Context: an optimization exercise on an open-source flow, tuned for small area, a short achievable clock period and few clock cycles per item. The choices shown serve that exercise and are no tape-out recipe. RTL that was checked went through simulation tests only; none was proved equivalent to the original. The RTL of run 4 was laid out without a check of its function. Power is estimated from default activity; no workload was simulated.

File: design/flow/config.mk
export PLATFORM = sky130hd
export DESIGN_NAME = gamefu_core
export DESIGN_NICKNAME = gamefu_core
export VERILOG_FILES = /design/flow/design.v
export SDC_FILE = /design/flow/constraint.sdc
export NUM_CORES = 4
export LEC_CHECK = 0
export CAP_MARGIN = 20
export CORE_MARGIN = 2
export CORE_UTILIZATION = 35
export CTS_BUF_LIST = sky130_fd_sc_hd__clkbuf_8
export PLACE_DENSITY = 0.5
export SETUP_SLACK_MARGIN = 5
export SLEW_MARGIN = 20
export SYNTH_HIERARCHICAL = 1
export SYNTH_MINIMUM_KEEP_SIZE = 0
File: design/flow/constraint.sdc
create_clock -name core_clock -period 12.0 [get_ports {clk}]
set_input_delay 2.4000 -clock core_clock [delete_from_list [all_inputs] [get_ports {clk}]]
set_output_delay 2.4000 -clock core_clock [all_outputs]
set_load 0.01 [all_outputs]
File: design/flow/design.v
module gamefu_core (
    input  wire        clk,
    input  wire        rst,
    input  wire        cfg_trap,
    input  wire [31:0] cfg_imem_base,
    input  wire [31:0] cfg_imem_size,
    input  wire        step_req,
    output wire        step_ready,
    output wire [31:0] imem_addr,
    input  wire [31:0] imem_rdata,
    output reg         res_valid,
    output reg  [2:0]  res_kind,
    output wire        res_in_delay_slot,
    output wire [31:0] res_pc,
    input  wire [5:0]  dbg_idx,
    output wire [31:0] dbg_data,
    output wire [31:0] dbg_code,
    output wire [63:0] dbg_cycle
);
    reg [31:0]  gpr [1:31];
    reg [31:1]  gv;           
    reg [31:2]  pc_q;         
    reg [31:0]  code;
    reg [63:0]  cycle;
    reg         ids;          
    reg         pend_v;       
    reg [31:2]  pend_t;       
    reg         e_v;          
    reg         e_f;          
    reg         tp;           
    reg         tov;          
    wire e_exec = e_v & ~e_f;
    wire [5:0]  opcode = code[31:26];
    wire [4:0]  rs     = code[25:21];
    wire [4:0]  rt     = code[20:16];
    wire [4:0]  rd     = code[15:11];
    wire [4:0]  shamt  = code[10:6];
    wire [5:0]  funct  = code[5:0];
    wire [15:0] imm    = code[15:0];
    wire is_special = (opcode == 6'h00);
    wire i_sll   = is_special && (funct == 6'h00);
    wire i_add   = is_special && (funct == 6'h20);
    wire i_addu  = is_special && (funct == 6'h21);
    wire i_or    = is_special && (funct == 6'h25);
    wire i_jal   = (opcode == 6'h03);
    wire i_beq   = (opcode == 6'h04);
    wire i_bne   = (opcode == 6'h05);
    wire i_addi  = (opcode == 6'h08) || (opcode == 6'h09);
    wire i_ori   = (opcode == 6'h0D);
    wire i_unimpl = !(i_sll || i_add || i_addu || i_or || i_jal || i_beq ||
                      i_bne || i_addi || i_ori);
    wire i_br    = i_beq || i_bne;
    wire [5:0] ra_idx = e_v ? {1'b0, rs} : dbg_idx;
    wire [31:1] ra_sel, rb_sel;
    genvar gk, gb;
    generate
        for (gk = 1; gk < 32; gk = gk + 1) begin : g_sel
            assign ra_sel[gk] = gv[gk] && (ra_idx == gk);
            assign rb_sel[gk] = gv[gk] && (rt == gk);
        end
    endgenerate
    wire ra_pc = (ra_idx == 6'd32);
    wire [31:0] ra_val, rb_val;
    wire [31:0] pc_w = {pc_q, 2'b00};
    generate
        for (gb = 0; gb < 32; gb = gb + 1) begin : g_rd
            wire [31:1] col;
            for (gk = 1; gk < 32; gk = gk + 1) begin : g_col
                assign col[gk] = gpr[gk][gb];
            end
            gamefu_rdbit_a u_a (.sel(ra_sel), .d(col), .sel_pc(ra_pc), .d_pc(pc_w[gb]),
                                .q(ra_val[gb]));
            gamefu_rdbit_b u_b (.sel(rb_sel), .d(col), .q(rb_val[gb]));
        end
    endgenerate
    wire [31:2] pc4 = pc_q + 30'd1;           
    wire [31:0] sext_imm = {{16{imm[15]}}, imm};
    wire [31:0] op_a = (i_jal || i_br) ? {pc4, 2'b00} : ra_val;
    wire [31:0] op_b = i_jal  ? 32'd4 :
                       i_br   ? {sext_imm[29:0], 2'b00} :
                       (i_addi || i_ori) ? {{16{imm[15] && !i_ori}}, imm} : rb_val;
    wire [31:0] sum  = op_a + op_b;
    wire add_ovf = (ra_val[31] ~^ rb_val[31]) & (ra_val[31] ^ sum[31]);
    wire probe   = e_exec && i_add && cfg_trap && !tp;    
    wire e_do    = e_exec && !probe;                      
    wire trap    = i_add && cfg_trap && tov;
    wire [31:0] or_val = ra_val | op_b;
    wire        regs_equal = (ra_val == rb_val);
    wire        q_pc = i_jal || (i_beq && regs_equal) || (i_bne && !regs_equal);
    wire [31:2] q_t  = i_jal ? {pc4[31:28], code[25:0]} : sum[31:2];
    wire        wr_en   = i_sll || i_addu || i_or || i_addi || i_ori || i_jal ||
                          (i_add && !trap);
    wire [4:0]  wr_idx  = (i_jal) ? 5'd31 : is_special ? rd : rt;
    wire [31:0] wr_data = i_sll ? (rb_val << shamt) :
                          (i_or || i_ori) ? or_val : sum;
    wire [31:2] pc_after = pend_v ? pend_t : trap ? pc_q : pc4;
    wire        ready = ~(e_exec & i_add & cfg_trap);
    wire [31:2] fa    = e_exec ? (pend_v ? pend_t : pc4) : pc_q;
    wire [33:0] fa_off  = {2'b0, fa, 2'b00} - {2'b0, cfg_imem_base};
    wire [34:0] ob_a    = ~{3'b0, fa, 2'b00};
    wire [34:0] ob_b    = {3'b0, cfg_imem_base};
    wire [34:0] ob_s    = {3'b0, cfg_imem_size};
    wire [34:0] ob_x    = ob_a ^ ob_b ^ ob_s;
    wire [34:0] ob_y    = {((ob_a[33:0] & ob_b[33:0]) | (ob_a[33:0] & ob_s[33:0]) |
                            (ob_b[33:0] & ob_s[33:0])), 1'b0};
    wire [34:0] ob_t    = ob_x + ob_y + 35'h7FFFFFFFD;
    wire        fetch_oob = fa_off[33] || ob_t[34];
    wire        accept = step_req & ready;
    assign step_ready        = ready;
    assign imem_addr         = {fa, 2'b00};
    assign res_pc            = {pc_q, 2'b00};
    assign res_in_delay_slot = ids;
    assign dbg_code          = code;
    assign dbg_cycle         = cycle;
    assign dbg_data          = ra_val;
    integer j;
    always @(posedge clk) begin
        if (e_do && wr_en)
            for (j = 1; j < 32; j = j + 1)
                if (wr_idx == j) gpr[j] <= wr_data;
        tov <= add_ovf;
        if (accept && !fetch_oob)
            code <= imem_rdata;
        if (e_do)
            pend_t <= q_t;
        if (rst) begin
            gv        <= 31'd0;
            pc_q      <= 30'd0;
            code      <= 32'd0;
            cycle     <= 64'd0;
            ids       <= 1'b0;
            pend_v    <= 1'b0;
            e_v       <= 1'b0;
            e_f       <= 1'b0;
            res_valid <= 1'b0;
            res_kind  <= 3'd0;
            tp        <= 1'b0;
        end else begin
            if (e_do && wr_en)
                for (j = 1; j < 32; j = j + 1)
                    if (wr_idx == j) gv[j] <= 1'b1;
            tp <= probe;
            if (e_do) begin
                ids    <= pend_v;
                pend_v <= q_pc;
                pc_q   <= pc_after;
                cycle  <= cycle + 64'd1;
            end
            e_v <= accept || probe;
            if (accept) e_f <= fetch_oob;
            res_valid <= e_v && !probe;
            if (e_v && !probe) res_kind <= e_f ? 3'd4 : {1'b0, trap, i_unimpl};
        end
    end
endmodule
module gamefu_rdbit_a (
    input  wire [31:1] sel,
    input  wire [31:1] d,
    input  wire        sel_pc,
    input  wire        d_pc,
    output wire        q
);
    assign q = (|(sel & d)) | (sel_pc & d_pc);
endmodule
module gamefu_rdbit_b (
    input  wire [31:1] sel,
    input  wire [31:1] d,
    output wire        q
);
    assign q = |(sel & d);
endmodule
File: design/flow/flow/run.sh
#!/bin/bash
# Own flow: the standard layout with two changes. The port buffers are
# sky130_fd_sc_hd__buf_2 cells (the standard flow picks a delay cell), and
# timing repair does not clone gates (a clone added late, after the last
# design repair, can leave a driver over its slew limit once routed).
# Synthesis is the standard one, run unchanged. Each make writes its full
# output to a log here; ORFS's own per-step logs stay under orfs/logs/.
set -euo pipefail
bash standard.sh synth > synth_make.log 2>&1
bash standard.sh "BUFFER_PORTS_ARGS=-buffer_cell sky130_fd_sc_hd__buf_2" \
    SKIP_GATE_CLONING=1 finish > layout_make.log 2>&1
test -f out/final.def
File: design/flow/standard.sh
#!/bin/bash
# synth_recipe.tcl (not shown) runs the flow's synth.tcl, then flattens the netlist and writes it again
# the make line also repeats each setting of config.mk as NAME=value (left out here)
make -C /OpenROAD-flow-scripts/flow DESIGN_CONFIG=/design/flow/config.mk WORK_HOME=/design/flow/orfs CLKGATE_MAP_FILE= SYNTH_SCRIPT=/design/flow/synth_recipe.tcl "${@:-finish}"
==> results of run 1 <==
==> per-stage QoR <==
stage / hold slack, ps / utilization (%)
final: 453 / 43.4
after floorplan: 442 / -
after global placement: 447 / 38.7
after CTS: 458 / 43.0
after global routing: 487 / 43.4
after detailed placement: 450 / 38.8
==> power groups by stage <==
stage / sequential [mW] / combinational [mW] / clock, mW
after floorplan: 4.56 / 0.206 / 0
after global placement: 4.57 / 0.325 / 0
after detailed placement: 4.57 / 0.331 / 0
after CTS: 4.48 / 0.342 / 3.88
after global routing: 4.48 / 0.397 / 4.04
final: 4.49 / 0.355 / 3.84
==> flip-flops by register name (all words and copies together), names as in the netlist <==
name and flops:
gpr 992, res_valid 1, tov 1, gv 31
code 32, tp 1, ids 1, res_kind 3
pend_t 30, e_v 1, pc_q 30, cycle 64
pend_v 1, e_f 1
==> tightest hold or removal path: cells and delay by family (launching register included) <==
family / cells / cell delay (ps)
compound gates: 1 / 50
flops: 1 / 300
simple gates: 1 / 50
==> cells by family (layout without fill, tap and decap cells) <==
group           after synthesis  after routing  share of synthesized area (%)
compound gates             1521           1521                           19.4
simple gates               1224           1224                           10.9
flops                      1189           1189                           58.7
buf+inv                     328           1231                           2.22
fa+ha+maj                   158            158                           3.81
mux                         150            150                           2.84
xor+xnor                    137            137                           2.07
other cells                   1             11                        0.00647
==> modules after synthesis (local to each module, per instance) <==
module | flops+latches | area (um^2) | times used
gamefu_rdbit_a | 0 | 158 | 32
gamefu_core | 1189 | 48000 | 1
gamefu_rdbit_b | 0 | 154 | 32
==> per-layer routing <==
| layer | vias to the layer above | track usage, % |
|---|---|---|
| met5 | - | 0.367 |
| met4 | 8 | 21.9 |
| met3 | 1188 | 14.8 |
| met2 | 4752 | 51.1 |
| met1 | 25808 | 43.8 |
| li1 | 20666 | - |
==> worst max-delay path by stage <==
stage,from,to,slack [ps],depth (start not counted)
floorplan,dbg_idx[4],gpr[10][29],5000,18
detailed placement,dbg_idx[1],gpr[22][24],3030,20
global route,dbg_idx[4],dbg_data[21],4680,13
finish,dbg_idx[4],dbg_data[21],4700,13
CTS,dbg_idx[4],dbg_data[27],4710,13
global placement,dbg_idx[1],gpr[25][24],3000,20
==> area by class of cell <==
class                           instances  area (um^2)
Tap cell                             2189         2740
Multi-Input combinational cell       3196        24200
Timing Repair Buffer                  655         5580
Sequential cell                      1189        34000
Fill cell                           15257        93100
Clock buffer                          222         3060
Antenna cell                            5         12.5
Clock inverter                        160         1120
Inverter                              194          728
==> timing repair <==
action / CTS / global route
hold buffers: 0 / 0
setup buffers: 163 / 24
endpoints found under the setup margin: 789 / 508
resized for setup: 247 / 73
pin swaps: 98 / 61
==> cells in the final DEF (no fill, tap or decap), types with 33 or more instances in the layout <==
cell type,count
buf_2,265
buf_6,69
a21oi_1,177
edfxtp_1,1022
clkbuf_8,223
buf_12,69
nand2_1,219
and3_4,36
nand3_1,127
a22oi_1,797
nor2_1,291
buf_4,227
a22o_1,33
dfxtp_1,154
nor3_1,34
and3_1,34
nor2_4,35
a21o_1,36
clkinv_1,49
mux2_2,34
inv_1,245
nand4_1,226
a22oi_2,106
xor2_1,91
o21ai_0,104
xnor2_1,42
or4_1,35
mux2i_1,108
ha_1,125
==> results.ini, run 1 <==
[run_status]
outcome = complete, no violations

[power_and_ir_drop]
p_switching_mw = 2.08
intPower_mw = 6.60
clkPwrFrac_pct = 44.2
power_frac_comb_pct = 4.1
power_density_nw_per_um2 = 121
p_leak_nw = 26.1
finalPower_mw = 8.68
vdd_drop_max_mv = 0.121
p_seq_share_pct = 51.7
p_sw_share_pct = 24.0

[yosys]
synth.ff_latch_count = 1189
syn_avg_cell_area_um2 = 12.3
synth.largest_area_cell = edfxtp_1
synthTopCellsByArea = edfxtp_1 (53%), a22oi_1 (11%), dfxtp_1 (5.8%)
synthFlopType = edfxtp_1
synth_edf_count = 1022
ys_types = 80
yosys_warnings = 8
synthArstFlopShare_pct = 0
yosysTopAreaCellShare_pct = 53.0
yosysMostFrequentCell = edfxtp_1
synthTopCellsByCount = edfxtp_1 (1022), a22oi_1 (871), nor2_1 (329), nand4_1 (226), nand2_1 (220)
syn-instance-count = 4708
syn_area_um2 = 57900
yosysSeqAreaShare_pct = 58.7

[worst_hold_path]
worstHoldPathCells = 2
hold_end = ids
hp-class = reg -> reg
hp-start = ids

[sta]
clock.fmax_ghz = 0.137
slew_headroom_pct = 19.1
worst_slack_ps = 4700
rsz0062_at_grt = yes
finClkSkew_ps = 92.6
drv_slew = 0
post-route-period-util_pct = 60.8
worst-slew-pin-transition_ps = 1210
hold_viol = 0
setup_violations = 0
finalCriticalPeriod_ps = 7300
timing.setup.tns_ps = 0

[drt]
wl_met1_um = 110000
top_layer_used = met5
num_vias = 52422
wl_um = 309000
wl_per_cell_um = 39.6
drc = 0
final_antenna_net_count = 0
dr.pass1.iters = 10
met3_wirelength_um = 48500
first_iter_violations = 9118
wl_met2_um = 127000
vias_per_cell = 6.71

[grt]
grt_usage_pct = 35.4
grt_max_degree = 117
antenna_found_initial = 6
grt_pass1_vias = 49650
grt-ovfl-total = 0
grt_pass1_wl_um = 411000

[worst_setup_path]
cpMaxStageDelayCell = or4_4
critPathCaptureType = output pin
r2r_cells = 17
path_delay_family = simple AND/OR/NAND/NOR gates
cp.arrival_ps = 4900
worstSetupPathType = in -> out
critPathLaunchType = input pin
cp_slowest_stage_delay_ps = 650
r2r-start = code[19]
rrSetupSlack_ps = 5040
path_common_cell = buf_6
path_buf_inv = 6
path_max_fanout = 8
path_cells = buf_8 > nor3b_4 > a21oi_4 > buf_4 > buf_6 > nor2_4 > and3_4 > buf_12 > buf_6 > a22oi_2 > nand4_1 > or4_4 > buf_6
required_ps = 9600
timing.rr.end = gpr[20][15]

[clock_network]
numCtsBuffers = 207
clock_sinks = 1189
clock_latency_ps = 1020
path_clk_slew_ps = 60
cts_tree = yes
cts_buffer_depth = 3
htree_levels = 4
root_buffer = clkbuf_8

[layout]
area_delta_synth_final_pct = 23.4
finalNonFillerCells = 7810
design_area_um2 = 71500
nNetsFinal = 5707
drive_gt1_share_pct = 23.9

[floorplanning]
io_pins = 304
start_util_pct = 35.2
chipHeight_um = 411
die_area_um2 = 169000
core_um2 = 165000
die_width_um = 411
rows = 149

[placement]
placedCellCount = 7233
post-place-ws_ps = 3030
io_buffers = 299
post_dp_cell_area_um2 = 63800
dpl.hpwl_um = 188000
gp_congestion = 1.03

[job]
cap_violations = 0

Testbench counts, summed over its fixed seeds: cycles 32,016, steps 32,000.
==> run 2, diff against run 1 <==
--- a/design/flow/config.mk
+++ b/design/flow/config.mk
@@ -9,6 +9,8 @@
 export CORE_MARGIN = 2
 export CORE_UTILIZATION = 35
 export CTS_BUF_LIST = sky130_fd_sc_hd__clkbuf_8
+export CTS_CLUSTER_DIAMETER = 60
+export CTS_CLUSTER_SIZE = 16
 export PLACE_DENSITY = 0.5
 export SETUP_SLACK_MARGIN = 5
 export SLEW_MARGIN = 20
==> results.ini, run 2 <==
[run_status]
outcome = complete, no violations  ; unchanged

[sta]
clock.fmax_ghz = 0.139  ; was 0.137 GHz
hold_viol = 0  ; unchanged
rsz0062_at_grt = yes  ; unchanged
finClkSkew_ps = 88.3  ; was 92.6 ps
drv_slew = 0  ; unchanged
post-route-period-util_pct = 60.0  ; was 60.8%
worst_slack_ps = 4800  ; was 4700 ps
setup_violations = 0  ; unchanged
timing.setup.tns_ps = 0  ; unchanged
finalCriticalPeriod_ps = 7200  ; was 7300 ps
slew_headroom_pct = 17.7  ; was 19.1%
worst-slew-pin-transition_ps = 1230  ; was 1210 ps

[worst_setup_path]
cp.arrival_ps = 4800  ; was 4900 ps
path_max_fanout = 6  ; was 8
required_ps = 9600  ; about the same
worstSetupPathType = in -> out  ; unchanged
critPathCaptureType = output pin  ; unchanged
critPathLaunchType = input pin  ; unchanged

[drt]
wl_per_cell_um = 39.9  ; was 39.6 um
wl_um = 304000  ; was 309000 um
first_iter_violations = 8739  ; was 9118
drc = 0  ; unchanged
num_vias = 51620  ; was 52.4k
dr.pass1.iters = 12  ; was 10
final_antenna_net_count = 0  ; unchanged
vias_per_cell = 6.79  ; was 6.71

[clock_network]
cts_tree = yes  ; unchanged
cts_hold_buf = 0  ; unchanged
cts_buffer_depth = 3  ; unchanged
numCtsBuffers = 112  ; was 207
clock_latency_ps = 950  ; was 1020 ps
clock_sinks = 1189  ; unchanged
path_clk_slew_ps = 90  ; was 60 ps
htree_levels = 3  ; was 4
root_buffer = clkbuf_8  ; unchanged

[floorplanning]
chipHeight_um = 411  ; unchanged
io_pins = 304  ; unchanged
die_width_um = 411  ; unchanged
core_um2 = 165000  ; unchanged
rows = 149  ; unchanged
die_area_um2 = 169000  ; unchanged
start_util_pct = 35.2  ; unchanged

[layout]
largest_reg_flops = 992  ; unchanged
nNetsFinal = 5578  ; was 5707
top_regs = gpr x992, cycle x64, code x32  ; unchanged
multi_input_area_um2 = 24000  ; was 24200 um^2
top_register = gpr  ; unchanged
seqCellArea_um2 = 34000  ; about the same
area_delta_synth_final_pct = 19.3  ; was 23.4%
layout_common_cells = edfxtp_1 (1022), a22oi_1 (829), nor2_1 (293), buf_2 (268), nand4_1 (226)  ; was edfxtp_1 (1022), a22oi_1 (797), nor2_1 (291), buf_2 (265), inv_1 (245)
drive_gt1_share_pct = 21.7  ; was 23.9%
fillCellCount = 15381  ; was 15.3k
final_common_cell = edfxtp_1  ; unchanged

[yosys]
synth_xor_area_share_pct = 2.07  ; unchanged
synth-compound-area-share_pct = 19.4  ; unchanged
synthFlopType = edfxtp_1  ; unchanged
synth.ff_latch_count = 1189  ; unchanged
yosysTopAreaCellShare_pct = 53.0  ; unchanged
synthArstFlopShare_pct = 0  ; unchanged
yosys_warnings = 8  ; unchanged
ys_types = 80  ; unchanged
synth.largest_area_cell = edfxtp_1  ; unchanged
synthTopCellsByArea = edfxtp_1 (53%), a22oi_1 (11%), dfxtp_1 (5.8%)  ; unchanged
syn_avg_cell_area_um2 = 12.3  ; unchanged
syn-instance-count = 4708  ; unchanged
synthTopCellsByCount = edfxtp_1 (1022), a22oi_1 (871), nor2_1 (329), nand4_1 (226), nand2_1 (220)  ; unchanged
synthAdderAreaFrac_pct = 3.81  ; unchanged
synth_top_family_by_area = compound AO/OA/AOI/OAI gates  ; unchanged
yosysMostFrequentCell = edfxtp_1  ; unchanged
synth_mux_area_share_pct = 2.84  ; unchanged
yosysSeqAreaShare_pct = 58.7  ; unchanged
syn_area_um2 = 57900  ; unchanged
synth_edf_count = 1022  ; unchanged
yosys.area_share.simple_pct = 10.9  ; unchanged

[grt]
antenna_found_initial = 13  ; was 6
grt_pass1_vias = 48511  ; was 49.7k
grt_usage_pct = 34.7  ; was 35.4%
grt-ovfl-total = 0  ; unchanged
grt_pass1_wl_um = 405000  ; was 411000 um
grt_max_degree = 117  ; unchanged

[placement]
io_buffers = 299  ; unchanged
post-place-ws_ps = 3030  ; unchanged
gp_congestion = 1.03  ; unchanged
dpl.hpwl_um = 188000  ; unchanged

[power_and_ir_drop]
vdd_drop_max_mv = 0.111  ; was 0.121 mV
p_leak_nw = 24.8  ; was 26.1 nW
power_density_nw_per_um2 = 111  ; was 121 nW/um^2

[job]
cap_violations = 0  ; unchanged

[worst_hold_path]
hp-class = reg -> reg  ; unchanged

[run 2: changes by cell type in the layout (fill, tap and decap cells not counted), sizes merged]
cell,before,now
bufinv,13,9
clkinvlp,4,9
clkbuf,224,116
diode,5,12
buf,653,620
clkinv,77,31
inv,260,232
[run 2: area by class of cell]
| type | instances | share of cell area (%) |
|---|---|---|
| Antenna cell | 12 | 0.0434 |
| Inverter | 194 | 1.05 |
| Clock buffer | 115 | 2.29 |
| Multi-Input combinational cell | 3196 | 34.8 |
| Timing Repair Buffer | 621 | 7.29 |
| Tap cell | 2189 | 3.96 |
| Sequential cell | 1189 | 49.3 |
| Clock inverter | 87 | 1.35 |
[run 2: cells by family after synthesis]
logic type	after synthesis
xor+xnor	137
mux	150
fa+ha+maj	158
compound gates	1521
simple gates	1224
buf+inv	328
other cells	1
flops	1189
[run 2: worst paths after layout]
path,start,endpoint,slack [ps],cells after the start
max,dbg_idx[4],dbg_data[16],4800,13
min reg2reg,ids,ids,460,2
max reg2reg,code[18],gpr[2][29],4950,18
min,ids,ids,460,2
[run 2: critical path, stage by stage]
cell	delay [ps]
buf_8	100
nor3b_4	150
a21oi_4	200
buf_6	130
nor2_4	40
and3_4	290
buf_12	170
buf_12	140
buf_4	140
a22oi_1	180
nand4_1	140
or4_4	520
buf_6	170
[run 2: routing by layer]
metal / global-route usage [%] / share of wire [%] / vias to the layer above
li1: - / - / 20327
met1: 43.7 / 36 / 25488
met2: 50.2 / 41 / 4676
met3: 13.5 / 15 / 1119
met4: 21.2 / 7.3 / 10
met5: 0 / 0.019 / -
[run 2: timing repair]
action | CTS | global route
setup endpoints to repair | 885 | 491
setup buffers | 135 | 19
pin swaps | 84 | 40
resized for setup | 169 | 76
endpoints found under the hold margin | 0 | 0
[run 2: per-module statistics from Yosys, one instance, submodules excluded]
module | cells | flip-flops and latches | area (um^2) | times used
gamefu_rdbit_b | 20 | 0 | 154 | 32
gamefu_rdbit_a | 21 | 0 | 158 | 32
gamefu_core | 3396 | 1189 | 48000 | 1
[run 2: where the power goes]
part           internal (mW)  switching (mW)
sequential              4.45          0.0248
combinational          0.130           0.221
clock                   1.16            1.66
[run 2: metrics by stage]
step / utilization (%) / hold slack (ps) / instance area (um^2) / instances / power (mW)
after floorplan: - / 442 / 58400 / 4713 / 4.76
after global placement: 38.7 / 447 / 63700 / 7231 / 4.90
after detailed placement: 38.8 / 450 / 63800 / 7233 / 4.90
after CTS: 41.6 / 463 / 68500 / 7570 / 7.67
after global routing: 42.0 / 492 / 69100 / 7594 / 7.87
final: 42.0 / 457 / 69100 / 7603 / 7.65
==> run 3, diff against run 2 <==
--- a/design/flow/design.v
+++ b/design/flow/design.v
@@ -96,15 +96,15 @@
     wire [31:2] pc_after = pend_v ? pend_t : trap ? pc_q : pc4;
     wire        ready = ~(e_exec & i_add & cfg_trap);
     wire [31:2] fa    = e_exec ? (pend_v ? pend_t : pc4) : pc_q;
-    wire [33:0] fa_off  = {2'b0, fa, 2'b00} - {2'b0, cfg_imem_base};
-    wire [34:0] ob_a    = ~{3'b0, fa, 2'b00};
-    wire [34:0] ob_b    = {3'b0, cfg_imem_base};
-    wire [34:0] ob_s    = {3'b0, cfg_imem_size};
-    wire [34:0] ob_x    = ob_a ^ ob_b ^ ob_s;
-    wire [34:0] ob_y    = {((ob_a[33:0] & ob_b[33:0]) | (ob_a[33:0] & ob_s[33:0]) |
-                            (ob_b[33:0] & ob_s[33:0])), 1'b0};
-    wire [34:0] ob_t    = ob_x + ob_y + 35'h7FFFFFFFD;
-    wire        fetch_oob = fa_off[33] || ob_t[34];
+    wire [30:0] w_off = {1'b0, fa} - {1'b0, cfg_imem_base[31:2]};
+    wire [31:0] w_a   = ~{2'b0, fa};
+    wire [31:0] w_b   = {2'b0, cfg_imem_base[31:2]};
+    wire [31:0] w_s   = {2'b0, cfg_imem_size[31:2]};
+    wire [31:0] w_x   = w_a ^ w_b ^ w_s;
+    wire [31:0] w_y   = {((w_a[30:0] & w_b[30:0]) | (w_a[30:0] & w_s[30:0]) |
+                          (w_b[30:0] & w_s[30:0])), 1'b0};
+    wire [31:0] w_t   = w_x + w_y;
+    wire        fetch_oob = w_off[30] || w_t[31];
     wire        accept = step_req & ready;
     assign step_ready        = ready;
     assign imem_addr         = {fa, 2'b00};
==> results.ini, run 3 <==
[worst_setup_path]
r2r_cells = 21  ; was 18
timing.rr.end = gpr[15][30]  ; was gpr[2][29]
rrSetupSlack_ps = 4690  ; was 4950 ps
critPathCaptureType = flop  ; was output pin
critPathLaunchType = flop  ; was input pin
cp.arrival_ps = 7980  ; was 4800 ps
path_max_fanout = 13  ; was 6
r2r-start = code[17]  ; was code[18]
worstSetupPathType = reg -> reg  ; was in -> out
required_ps = 12660  ; was 9600 ps

[yosys]
synth.ff_latch_count = 1189  ; unchanged
ys_types = 94  ; was 80
yosysTopAreaCellShare_pct = 53.3  ; was 53.0%
yosysMostFrequentCell = edfxtp_1  ; unchanged
synth.largest_area_cell = edfxtp_1  ; unchanged
synthTopCellsByCount = edfxtp_1 (1022), a22oi_1 (871), nor2_1 (304), nand2_1 (244), nand4_1 (220)  ; was edfxtp_1 (1022), a22oi_1 (871), nor2_1 (329), nand4_1 (226), nand2_1 (220)
yosys_warnings = 8  ; unchanged
yosysSeqAreaShare_pct = 59.1  ; was 58.7%
syn-instance-count = 4634  ; was 4708
synth_edf_count = 1022  ; unchanged
syn_avg_cell_area_um2 = 12.4  ; was 12.3 um^2
synthFlopType = edfxtp_1  ; unchanged
synthArstFlopShare_pct = 0  ; unchanged
syn_area_um2 = 57600  ; was 57900 um^2
synthTopCellsByArea = edfxtp_1 (53%), a22oi_1 (11%), dfxtp_1 (5.8%)  ; unchanged

[power_and_ir_drop]
vdd_drop_max_mv = 0.115  ; was 0.111 mV
p_leak_nw = 23.3  ; was 24.8 nW
power_density_nw_per_um2 = 105  ; was 111 nW/um^2

[sta]
hold_viol = 0  ; unchanged
post-route-period-util_pct = 60.9  ; was 60.0%
worst-slew-pin-transition_ps = 1150  ; was 1230 ps
rsz0062_at_grt = yes  ; unchanged
clock.fmax_ghz = 0.137  ; was 0.139 GHz
timing.setup.tns_ps = 0  ; unchanged
slew_headroom_pct = 23.4  ; was 17.7%
setup_violations = 0  ; unchanged
drv_slew = 0  ; unchanged
finClkSkew_ps = 114  ; was 88.3 ps
finalCriticalPeriod_ps = 7310  ; was 7200 ps

[grt]
antenna_found_initial = 17  ; was 13
grt_usage_pct = 34.8  ; was 34.7%
grt_pass1_wl_um = 400000  ; was 405000 um
grt-ovfl-total = 0  ; unchanged
grt_max_degree = 136  ; was 117
grt_pass1_vias = 47545  ; was 48.5k

[worst_hold_path]
worstHoldPathCells = 2  ; unchanged
hp-start = res_kind[0]  ; was ids
hold_end = res_kind[0]  ; was ids
hp-class = reg -> reg  ; unchanged

[placement]
placedCellCount = 7156  ; was 7233
dpl.hpwl_um = 187000  ; was 188000 um
io_buffers = 295  ; was 299
gp_congestion = 1.03  ; about the same

[drt]
final_antenna_net_count = 0  ; unchanged
first_iter_violations = 8926  ; was 8739
drc = 0  ; unchanged
dr.pass1.iters = 7  ; was 12
wl_per_cell_um = 40.9  ; was 39.9 um
wl_um = 308000  ; was 304000 um
vias_per_cell = 6.81  ; was 6.79
num_vias = 51217  ; was 51.6k

[layout]
drive_gt1_share_pct = 23.8  ; was 21.7%
final_common_cell = edfxtp_1  ; unchanged
nNetsFinal = 5492  ; was 5578
finalNonFillerCells = 7525  ; was 7603
largest_reg_flops = 992  ; unchanged
area_delta_synth_final_pct = 20.3  ; was 19.3%
fin_util_pct = 42.5  ; was 42.0%
top_regs = gpr x992, cycle x64, code x32  ; unchanged
layout_common_cells = edfxtp_1 (1022), a22oi_1 (777), nor2_1 (266), buf_2 (260)  ; was edfxtp_1 (1022), a22oi_1 (829), nor2_1 (293), buf_2 (268), nand4_1 (226)
top_register = gpr  ; unchanged

[floorplanning]
die_area_um2 = 168000  ; was 169000 um^2
core_um2 = 163000  ; was 165000 um^2
chipHeight_um = 410  ; was 411 um
io_pins = 304  ; unchanged
rows = 148  ; was 149
die_width_um = 410  ; was 411 um
start_util_pct = 35.3  ; was 35.2%

[job]
cap_violations = 0  ; unchanged

[clock_network]
cts_buffer_depth = 3  ; unchanged
numCtsBuffers = 107  ; was 112
root_buffer = clkbuf_8  ; unchanged
cts_hold_buf = 0  ; unchanged
htree_levels = 3  ; unchanged
path_clk_slew_ps = 100  ; was 90 ps
clock_latency_ps = 970  ; was 950 ps
clock_sinks = 1189  ; unchanged
cts_tree = yes  ; unchanged

[run_status]
outcome = complete, no violations  ; unchanged

==> run 3: cell count changes after synthesis, moves of 11 or more <==
cell / previous run / this run
and3_1: 93 / 79
nand2b_1: 14 / 77
inv_1: 192 / 114
nor2_1: 329 / 304
a211oi_1: 31 / 17
ha_1: 127 / 90
o21ai_0: 119 / 130
a21oi_1: 183 / 167
nand2_1: 220 / 244
==> run 3: area by class of cell <==
type / instances / area, um^2
fill: 15344 / 93700
inverter: 117 / 444
tap: 2175 / 2720
antenna: 10 / 25.0
clock inverter: 69 / 711
clock buffer: 114 / 1570
timing repair buffer: 647 / 5550
multi-input combinational: 3204 / 24100
sequential: 1189 / 34000
==> run 3: stage by stage <==
step | hold slack (ps) | area (um^2) | power (mW) | worst slack (ps)
after global routing | 491 | 69200 | 7.45 | 4740
after CTS | 469 | 67800 | 7.30 | 4880
after floorplan | 442 | 57800 | 4.61 | 5000
after detailed placement | 452 | 63200 | 4.67 | 2760
final | 465 | 69200 | 7.29 | 4690
after global placement | 448 | 63200 | 4.67 | 2760
==> run 3: cells by family (layout without fill, tap and decap cells) <==
| group | count (synthesis) | after routing | share of synthesized area, % |
|---|---|---|---|
| AO/OA/AOI/OAI | 1513 | 1513 | 19.6 |
| adder cells (fa/ha/maj) | 120 | 120 | 3.00 |
| AND/OR/NAND/NOR | 1288 | 1288 | 11.7 |
| flip-flops | 1189 | 1189 | 59.1 |
| multiplexers | 138 | 138 | 2.65 |
| buffers and inverters | 246 | 947 | 1.74 |
| other | 1 | 16 | 0.00652 |
| XOR/XNOR | 139 | 139 | 2.12 |
==> run 3: critical path, cell delays in order (launching register included) <==
cell	delay, ps
dfxtp_1	740
nand2_1	160
nor2_1	310
and3_2	640
buf_4	510
buf_4	400
a22oi_1	160
nand4_1	130
or4_1	540
mux2i_1	200
o22ai_1	380
ha_2	430
a21oi_2	180
o21bai_1	110
a221o_1	410
a2111oi_4	300
o21ai_2	150
a21o_1	170
mux2_2	280
a221o_4	470
buf_12	160
clkbuf_4	180
==> run 3: power by group <==
part           switching (mW)  internal [mW]
sequential            0.00908           4.42
combinational          0.0939         0.0633
clock                    1.61           1.10
total                    1.71           5.58
==> run 3: worst max-delay path by stage <==
stage	endpoint	start	cells past startpoint	slack, ps
finish	gpr[15][30]	code[17]	21	4690
global route	gpr[3][30]	dbg_idx[4]	25	4740
CTS	dbg_data[9]	dbg_idx[4]	13	4880
detailed placement	gpr[2][25]	dbg_idx[2]	21	2760
global placement	gpr[14][25]	dbg_idx[2]	21	2760
floorplan	gpr[10][30]	dbg_idx[4]	18	5000
==> run 3: routing by layer <==
| layer | vias to the layer above | routed length (um) | track usage, % |
|---|---|---|---|
| met3 | 1193 | 44400 | 13.0 |
| li1 | 20148 | - | - |
| met1 | 25260 | 110000 | 43.0 |
| met4 | 12 | 25600 | 22.6 |
| met2 | 4604 | 127000 | 50.7 |
| met5 | - | 273 | 0.862 |
==> run 3: per-module statistics from Yosys (local to each module, per instance) <==
module	area, um^2	times used	flops+latches
gamefu_core	47600	1	1189
gamefu_rdbit_b	154	32	0
gamefu_rdbit_a	158	32	0
==> run 3: timing repair <==
item,in CTS,in global routing
pin swaps,102,51
gates resized for setup,279,132
setup endpoints to repair,948,552
buffers inserted,111,63
Testbench counts of run 3, summed over its fixed seeds: cycles 32,016, steps 32,000.
==> run 4, diff against run 3 <==
--- a/design/flow/design.v
+++ b/design/flow/design.v
@@ -78,13 +78,13 @@
     wire [31:0] op_a = (i_jal || i_br) ? {pc4, 2'b00} : ra_val;
     wire [31:0] op_b = i_jal  ? 32'd4 :
                        i_br   ? {sext_imm[29:0], 2'b00} :
-                       (i_addi || i_ori) ? {{16{imm[15] && !i_ori}}, imm} : rb_val;
+                       i_addi ? sext_imm : rb_val;
     wire [31:0] sum  = op_a + op_b;
     wire add_ovf = (ra_val[31] ~^ rb_val[31]) & (ra_val[31] ^ sum[31]);
     wire probe   = e_exec && i_add && cfg_trap && !tp;    
     wire e_do    = e_exec && !probe;                      
     wire trap    = i_add && cfg_trap && tov;
-    wire [31:0] or_val = ra_val | op_b;
+    wire [31:0] or_val = ra_val | (i_ori ? {16'd0, imm} : rb_val);
     wire        regs_equal = (ra_val == rb_val);
     wire        q_pc = i_jal || (i_beq && regs_equal) || (i_bne && !regs_equal);
     wire [31:2] q_t  = i_jal ? {pc4[31:28], code[25:0]} : sum[31:2];
@@ -96,15 +96,9 @@
     wire [31:2] pc_after = pend_v ? pend_t : trap ? pc_q : pc4;
     wire        ready = ~(e_exec & i_add & cfg_trap);
     wire [31:2] fa    = e_exec ? (pend_v ? pend_t : pc4) : pc_q;
-    wire [30:0] w_off = {1'b0, fa} - {1'b0, cfg_imem_base[31:2]};
-    wire [31:0] w_a   = ~{2'b0, fa};
-    wire [31:0] w_b   = {2'b0, cfg_imem_base[31:2]};
-    wire [31:0] w_s   = {2'b0, cfg_imem_size[31:2]};
-    wire [31:0] w_x   = w_a ^ w_b ^ w_s;
-    wire [31:0] w_y   = {((w_a[30:0] & w_b[30:0]) | (w_a[30:0] & w_s[30:0]) |
-                          (w_b[30:0] & w_s[30:0])), 1'b0};
-    wire [31:0] w_t   = w_x + w_y;
-    wire        fetch_oob = w_off[30] || w_t[31];
+    wire [32:0] fa_off   = {1'b0, fa, 2'b00} - {1'b0, cfg_imem_base};
+    wire [32:0] off_end  = {1'b0, fa_off[31:0]} + 33'd4;
+    wire        fetch_oob = fa_off[32] || (off_end > {1'b0, cfg_imem_size});
     wire        accept = step_req & ready;
     assign step_ready        = ready;
     assign imem_addr         = {fa, 2'b00};
==> design/flow/run.sh (new file) <==
#!/bin/bash
# synth_recipe.tcl (not shown) runs the flow's synth.tcl, then flattens the netlist and writes it again
# the make line also repeats each setting of config.mk as NAME=value (left out here)
make -C /OpenROAD-flow-scripts/flow DESIGN_CONFIG=/design/flow/config.mk WORK_HOME=/design/flow/orfs CLKGATE_MAP_FILE= SYNTH_SCRIPT=/design/flow/synth_recipe.tcl finish
==> design/flow/config.mk (replaced) <==
export PLATFORM = sky130hd
export DESIGN_NAME = gamefu_core
export DESIGN_NICKNAME = gamefu_core
export VERILOG_FILES = /design/flow/design.v
export SDC_FILE = /design/flow/constraint.sdc
export NUM_CORES = 4
export LEC_CHECK = 0
export CAP_MARGIN = 20
export CORE_MARGIN = 2
export CORE_UTILIZATION = 30
export PLACE_DENSITY = 0.45
export SETUP_SLACK_MARGIN = 4
export SLEW_MARGIN = 20
export SYNTH_HIERARCHICAL = 1
export SYNTH_MINIMUM_KEEP_SIZE = 0
removed: design/flow/flow/run.sh
removed: design/flow/standard.sh
==> results.ini, run 4 <==
[yosys]
yosysMostFrequentCell = edfxtp_1  ; unchanged
synth.largest_area_cell = edfxtp_1  ; unchanged
yosysTopAreaCellShare_pct = 52.8  ; was 53.3%
syn-instance-count = 4773  ; was 4634
yosysSeqAreaShare_pct = 58.5  ; was 59.1%
synth.ff_latch_count = 1189  ; unchanged
syn_area_um2 = 58200  ; was 57600 um^2
syn_avg_cell_area_um2 = 12.2  ; was 12.4 um^2
synthFlopType = edfxtp_1  ; unchanged
synth_edf_count = 1022  ; unchanged
ys_types = 91  ; was 94
synthTopCellsByCount = edfxtp_1 (1022), a22oi_1 (875), nor2_1 (346), nand2_1 (238), nand4_1 (237)  ; was edfxtp_1 (1022), a22oi_1 (871), nor2_1 (304), nand2_1 (244), nand4_1 (220)
synthTopCellsByArea = edfxtp_1 (53%), a22oi_1 (11%), dfxtp_1 (5.7%)  ; was edfxtp_1 (53%), a22oi_1 (11%), dfxtp_1 (5.8%)
synthArstFlopShare_pct = 0  ; unchanged
yosys_warnings = 8  ; unchanged

[grt]
grt_usage_pct = 31.3  ; was 34.8%
grt_max_degree = 82  ; was 136
grt_pass1_wl_um = 425000  ; was 400000 um
antenna_found_initial = 22  ; was 17
grt-ovfl-total = 0  ; unchanged
grt_pass1_vias = 49802  ; was 47.5k

[worst_setup_path]
critPathLaunchType = input pin  ; was flop
critPathCaptureType = output pin  ; was flop
path_cells = clkdlybuf4s50_1 > nand2_1 > nor2_1 > a31oi_2 > nor2_1 > and3_4 > buf_4 > a22oi_1 > nand4_1 > or4_4 > clkdlybuf4s50_1  ; was nand2_1 > nor2_1 > and3_2 > buf_4 > buf_4 > a22oi_1 > nand4_1 > or4_1 > mux2i_1 > o22ai_1 > ha_2 > a21oi_2 > o21bai_1 > a221o_1 > a2111oi_4 > o21ai_2 > a21o_1 > mux2_2 > a221o_4 > buf_12 > clkbuf_4
r2r-start = pc_q[2]  ; was code[17]
cp_slowest_stage_delay_ps = 660  ; was 740 ps
r2r_cells = 27  ; was 21
cp.arrival_ps = 5590  ; was 7980 ps
cpMaxStageDelayCell = or4_4  ; was dfxtp_1
rrSetupSlack_ps = 4300  ; was 4690 ps
path_max_fanout = 14  ; was 13
startpoint = dbg_idx[0]  ; was code[17]
worstSetupPathType = in -> out  ; was reg -> reg
required_ps = 9600  ; was 12660 ps
timing.rr.end = code[8]  ; was gpr[15][30]

[drt]
first_iter_violations = 8311  ; was 8926
drc = 0  ; unchanged
wl_um = 323000  ; was 308000 um
wl_per_cell_um = 40.3  ; was 40.9 um
final_antenna_net_count = 0  ; unchanged
vias_per_cell = 6.52  ; was 6.81
num_vias = 52371  ; was 51.2k
dr.pass1.iters = 9  ; was 7

[layout]
final_common_cell = edfxtp_1  ; unchanged
finalNonFillerCells = 8027  ; was 7525
drive_gt1_share_pct = 16.0  ; was 23.8%
fillCellCount = 18703  ; was 15.3k
layout_common_cells = edfxtp_1 (1022), a22oi_1 (864), nor2_1 (306), clkdlybuf4s50_1 (270), buf_4 (260)  ; was edfxtp_1 (1022), a22oi_1 (777), nor2_1 (266), buf_2 (260)
top_regs = gpr x992, cycle x64, code x32  ; unchanged
top_register = gpr  ; unchanged
fin_util_pct = 37.4  ; was 42.5%
nNetsFinal = 5582  ; was 5492
area_delta_synth_final_pct = 24.0  ; was 20.3%
largest_reg_flops = 992  ; unchanged

[clock_network]
clock_sinks = 1189  ; unchanged
path_clk_slew_ps = 60  ; was 100 ps
clock_latency_ps = 830  ; was 970 ps
htree_levels = 4  ; was 3
numCtsBuffers = 139  ; was 107
cts_buffer_depth = 3  ; unchanged
cts_tree = yes  ; unchanged
cts_hold_buf = 0  ; unchanged
root_buffer = clkbuf_16  ; was clkbuf_8

[floorplanning]
io_pins = 304  ; unchanged
die_area_um2 = 197000  ; was 168000 um^2
chipHeight_um = 444  ; was 410 um
core_um2 = 193000  ; was 163000 um^2
rows = 161  ; was 148
die_width_um = 444  ; was 410 um
start_util_pct = 30.2  ; was 35.3%

[placement]
io_buffers = 299  ; was 295
dpl.hpwl_um = 216000  ; was 187000 um
gp_congestion = 0.984  ; was 1.03
post-place-ws_ps = 2110  ; was 2760 ps
placedCellCount = 7689  ; was 7156

[power_and_ir_drop]
vdd_drop_max_mv = 0.145  ; was 0.115 mV
power_frac_comb_pct = 2.6  ; was 2.2%
p_seq_share_pct = 49.4  ; was 60.7%
p_switching_mw = 1.99  ; was 1.71 mW
clkPwrFrac_pct = 48.0  ; was 37.1%
intPower_mw = 6.98  ; was 5.58 mW
p_leak_nw = 23.1  ; was 23.3 nW
p_sw_share_pct = 22.2  ; was 23.5%
power_density_nw_per_um2 = 124  ; was 105 nW/um^2

[worst_hold_path]
hp-class = reg -> reg  ; unchanged
worstHoldPathCells = 2  ; unchanged
hp-start = res_kind[2]  ; was res_kind[0]
hold_end = res_kind[2]  ; was res_kind[0]

[job]
cap_violations = 1  ; was 0

[sta]
rsz0062_at_grt = yes  ; unchanged
post-route-period-util_pct = 66.5  ; was 60.9%
clock.fmax_ghz = 0.125  ; was 0.137 GHz
hold_viol = 0  ; unchanged
drv_slew = 7  ; was 0
finClkSkew_ps = 46.8  ; was 114 ps
worst_slack_ps = 4010  ; was 4690 ps
worst-slew-pin-transition_ps = 1580  ; was 1150 ps
slew_headroom_pct = -6.59  ; was 23.4%
setup_violations = 0  ; unchanged
finalCriticalPeriod_ps = 7990  ; was 7310 ps
hold-worst-slack_ps = 482  ; was 465 ps
timing.setup.tns_ps = 0  ; unchanged

[run_status]
outcome = complete, but fails checks  ; was complete, no violations
so_faults = max-capacitance violations, max-slew violations

## run 4: cell type report
class / instances / area, um^2 / area share, %
Sequential cell: 1189 / 34100 / 47.2
Multi-Input combinational cell: 3341 / 24400 / 33.8
Inverter: 111 / 419 / 0.581
Clock inverter: 72 / 732 / 1.02
Timing Repair Buffer: 596 / 5530 / 7.67
Antenna cell: 10 / 25.0 / 0.0347
Tap cell: 2526 / 3160 / 4.38
Clock buffer: 182 / 3810 / 5.29
## run 4: how the worst max path moves through the flow
stage / to / cells after the start
5_1_grt: gpr[16][22] / 23
6_report: dbg_data[28] / 11
3_5_place_dp: gpr[29][27] / 22
4_1_cts: dbg_data[21] / 10
2_1_floorplan: gpr[10][30] / 21
3_3_place_gp: gpr[16][31] / 22
## run 4: per-module statistics from Yosys (local to each module, per instance)
module,copies in the design,cells inside
gamefu_rdbit_b,32,20
gamefu_rdbit_a,32,21
gamefu_core,1,3461
## run 4: power groups by stage
stage / logic (mW) / registers, mW / clock network [mW]
after floorplan: 0.121 / 4.52 / 0
after global placement: 0.214 / 4.52 / 0
final: 0.229 / 4.43 / 4.31
after detailed placement: 0.215 / 4.52 / 0
after global routing: 0.248 / 4.43 / 4.51
after CTS: 0.219 / 4.43 / 4.35
## run 4: critical path, delay by kind of cell
| family | cells | cell delay (ps) |
|---|---|---|
| buffers and inverters | 3 | 1270 |
| AND/OR/NAND/NOR | 6 | 1370 |
| AO/OA/AOI/OAI | 2 | 500 |
## run 4: logic make-up after synthesis
family / count (synthesis) / synth area share [%]
flip-flops: 1189 / 58.5
buffers and inverters: 253 / 1.76
adder cells (fa/ha/maj): 98 / 2.12
AND/OR/NAND/NOR: 1318 / 11.6
other: 1 / 0.00645
XOR/XNOR: 179 / 2.70
AO/OA/AOI/OAI: 1652 / 21.3
multiplexers: 83 / 2.08
## run 4: what timing repair did
item / CTS / global route
cloned: 0 / 5
pin swaps: 21 / 21
gates resized for setup: 128 / 87
setup buffers: 49 / 20
setup endpoints to repair: 726 / 490
## run 4: metal layers
layer  share of wire [%]  track usage (%)
met5               0.011                0
met4                 6.4             17.4
met3                  13             11.0
met2                  43             47.0
met1                  38             39.2
## run 4: through the flow
stage,power [mW],instance area (um^2)
after detailed placement,4.74,66200
final,8.97,72100
after floorplan,4.64,58200
after global placement,4.74,66100
after global routing,9.19,72100
after CTS,9.00,71500

-- afterwards: timing with drivers on the ports --
No port has a modelled driver above. Below, the same layouts with a new extraction and two added sets of constraints.
Step 1, drivers: a clkbuf_16 drives clk and a buf_2 each remaining input, both assumed.
Step 2 adds t to the input delays and takes it off the output delays; t is the mean of the earliest and latest rising clock arrival at the registers after step 1. Input paths then give back, and output paths get back, about the clock's delay inside the block.
Slacks: no drivers / after step 1 / after step 2; pairs: no drivers / after step 1.
run | t (ns) | setup slack, ns | hold slack, ns | slew at the worst register clock pin (ns) | cell pins on the clock port's net
run 1 | 1.063 | 4.699 / 4.637 / 3.973 | 0.453 / 0.453 / 0.453 | 0.07 / 0.07 | 1
run 2 | 0.987 | 4.801 / 4.741 / 4.152 | 0.457 / 0.457 / 0.457 | 0.11 / 0.11 | 1
run 3 | 0.992 | 4.686 / 4.686 / 3.773 | 0.465 / 0.465 / 0.465 | 0.12 / 0.12 | 1
run 4 | 0.897 | 4.014 / 3.879 / 3.131 | 0.482 / 0.482 / 0.482 | 0.07 / 0.07 | 1
The setup slack of run 3, which loses most, moves by 0.000 ns with the drivers and by -0.913 ns with both steps.
